This design comes from an exercise in tuning for small area, a short achievable clock period and few clock cycles per item on the open sky130 flow, not from production work.
Only simulation tests tie the RTL to the original design; equivalence was not proved.

the reference run:
## bsm_xfade
module bsm_xfade (
    input  wire        clk,
    input  wire        rst,
    input  wire        cmd_valid,
    output wire        cmd_ready,
    input  wire [11:0] cmd_len,
    input  wire        in_valid,
    output wire        in_ready,
    input  wire [15:0] in_dst,
    input  wire [15:0] in_src,
    output wire        out_valid,
    input  wire        out_ready,
    output wire [15:0] out_data
);
Size: roughly 2300 cells after synthesis, ~68 I/O pins, ~0.023 mm² of cells after synthesis.
clock: 10.0 ns
lec_check: 0
abc_clock_period_in_ps: 5000
cap_margin: 20
core_margin: 2
core_utilization: 40
place_density: 0.6
setup_slack_margin: 5
slew_margin: 20
run.sh (not shown) runs the stock make flow with config.mk's settings and CLKGATE_MAP_FILE= SYNTH_SCRIPT=/design/flow/synth_recipe.tcl, a recipe that flattens the netlist after the stock synthesis.
The reference run | stages: all done | timing, DRC, antenna: all pass
Testbench counts of the reference run, summed over its fixed seeds: cycles 41,401, items 38,279.
Here is what was changed in the inputs of the trial run compared with the reference run.
--- a/flow/config.mk
+++ b/flow/config.mk
@@ -6,9 +6,8 @@
 export NUM_CORES = 4
 export LEC_CHECK = 0
-export ABC_CLOCK_PERIOD_IN_PS = 5000
-export CAP_MARGIN = 20
+export CAP_MARGIN = 5
 export CORE_MARGIN = 2
-export CORE_UTILIZATION = 40
-export PLACE_DENSITY = 0.6
+export CORE_UTILIZATION = 60
+export PLACE_DENSITY = 0.7
 export SETUP_SLACK_MARGIN = 5
-export SLEW_MARGIN = 20
+export SLEW_MARGIN = 5
Findings:
- The trial run: first-pass GRT wire length about 2% above the reference run
- Re growth of design area from synthesis to finish: the trial run and the reference run aren't equal, and the higher value belongs to the reference run.
- Density: the trial run denser than the reference run
- Relative to the reference run, met1 track demand over resource has increased by 14 points in the trial run.

* * *

bsm_xfade again, from the RTL that the note above started with.
export LEC_CHECK = 0
export CAP_MARGIN = 5
export CORE_MARGIN = 2
export CORE_UTILIZATION = 40
export PLACE_DENSITY = 0.75
export SETUP_SLACK_MARGIN = 5
export SLEW_MARGIN = 5
create_clock -name core_clock -period 10.0 [get_ports {clk}]
Testbench counts at the start, summed over its fixed seeds: cycles 41,401, items 38,279.
Next try:
--- a/flow/config.mk
+++ b/flow/config.mk
@@ -8 +8 @@
-export CAP_MARGIN = 5
+export CAP_MARGIN = 0
@@ -11 +11,2 @@
-export PLACE_DENSITY = 0.75
+export CTS_BUF_LIST = sky130_fd_sc_hd__clkbuf_8
+export PLACE_DENSITY = 0.6
@@ -13 +14 @@
-export SLEW_MARGIN = 5
+export SLEW_MARGIN = 0
Hold slack gets better by 3.3 ps.
Via count falls by a few percent.
Register-to-register slack gets better by 50 ps.
Next try:
--- a/flow/config.mk
+++ b/flow/config.mk
@@ -8 +8 @@
-export CAP_MARGIN = 0
+export CAP_MARGIN = 5
@@ -11 +10,0 @@
-export CTS_BUF_LIST = sky130_fd_sc_hd__clkbuf_8
@@ -14 +13 @@
-export SLEW_MARGIN = 0
+export SLEW_MARGIN = 5
Via count rises slightly.
Global-route usage stays flat.
Maximum frequency is about the same.
Worst hold slack gets worse by 5.6 ps.
Setup slack stays flat.
Core utilization rises by 0.35 points.
Critical path depth falls by 1.
Next try:
==> flow/flow/run.sh (new file) <==
#!/bin/bash
# The standard layout (the standard.sh: standard synthesis and ORFS
# from floorplan to finish), with the ports buffered by the smallest
# buffer instead of the delay buffer buffer_ports picks by default.
set -euo pipefail
export BUFFER_PORTS_ARGS="-buffer_cell sky130_fd_sc_hd__buf_1"
bash standard.sh > standard.log 2>&1
==> flow/standard.sh (new file) <==
#!/bin/bash
# synth_recipe.tcl (not shown) runs the flow's synth.tcl, then flattens the netlist and writes it again
# the make line also repeats each setting of config.mk as NAME=value (left out here)
make -C /OpenROAD-flow-scripts/flow DESIGN_CONFIG=/design/flow/config.mk WORK_HOME=/design/flow/orfs CLKGATE_MAP_FILE= SYNTH_SCRIPT=/design/flow/synth_recipe.tcl "${@:-finish}"
removed: flow/run.sh
Final area falls by 1.2%.
Global-route usage falls by 0.32 points.
Wire length is about the same.

## what the ideal ports hide
The flow's constraints put no driver on any port. The routed layouts listed below were extracted and timed again, unchanged, in two steps.
Step 1 (the two cells are an assumption about what drives the block):
set clk [get_ports {clk}]
set_driving_cell -lib_cell sky130_fd_sc_hd__clkbuf_16 $clk
set_driving_cell -lib_cell sky130_fd_sc_hd__buf_2 [delete_from_list [all_inputs] $clk]
Step 2 times the ports against the registers' clock, not the clock port: input delays grow and output delays shrink by t, the midpoint of the rising clock arrivals with the driver on.
Slacks: ideal ports / drivers / drivers and shift; pairs: ideal ports / drivers.
| run | t (ns) | setup WS [ns] | hold slack, ns | latest minus earliest clock arrival (ns) | pins driven straight from the clock port |
|---|---|---|---|---|---|
| the reference run | 0.557 | 4.725 / 4.725 / 4.705 | 0.482 / 0.482 / 0.482 | 0.013 / 0.012 | 1 |
| the trial run | 0.508 | 4.857 / 4.857 / 4.649 | 0.466 / 0.466 / 0.466 | 0.019 / 0.018 | 1 |
| the first run of note 2 | 0.548 | 4.734 / 4.734 / 4.675 | 0.483 / 0.483 / 0.483 | 0.036 / 0.037 | 1 |
| the second run of note 2 | 0.617 | 4.786 / 4.786 / 4.706 | 0.487 / 0.487 / 0.487 | 0.019 / 0.019 | 1 |
| the third run of note 2 | 0.548 | 4.788 / 4.788 / 4.656 | 0.481 / 0.481 / 0.481 | 0.015 / 0.014 | 1 |
| the fourth run of note 2 | 0.558 | 4.748 / 4.748 / 4.748 | 0.478 / 0.478 / 0.478 | 0.018 / 0.018 | 1 |
After both steps setup and hold are still met in every run listed. For the trial run, which loses most, drivers alone change the setup slack by 0.000 ns; drivers and shift together by -0.208 ns.
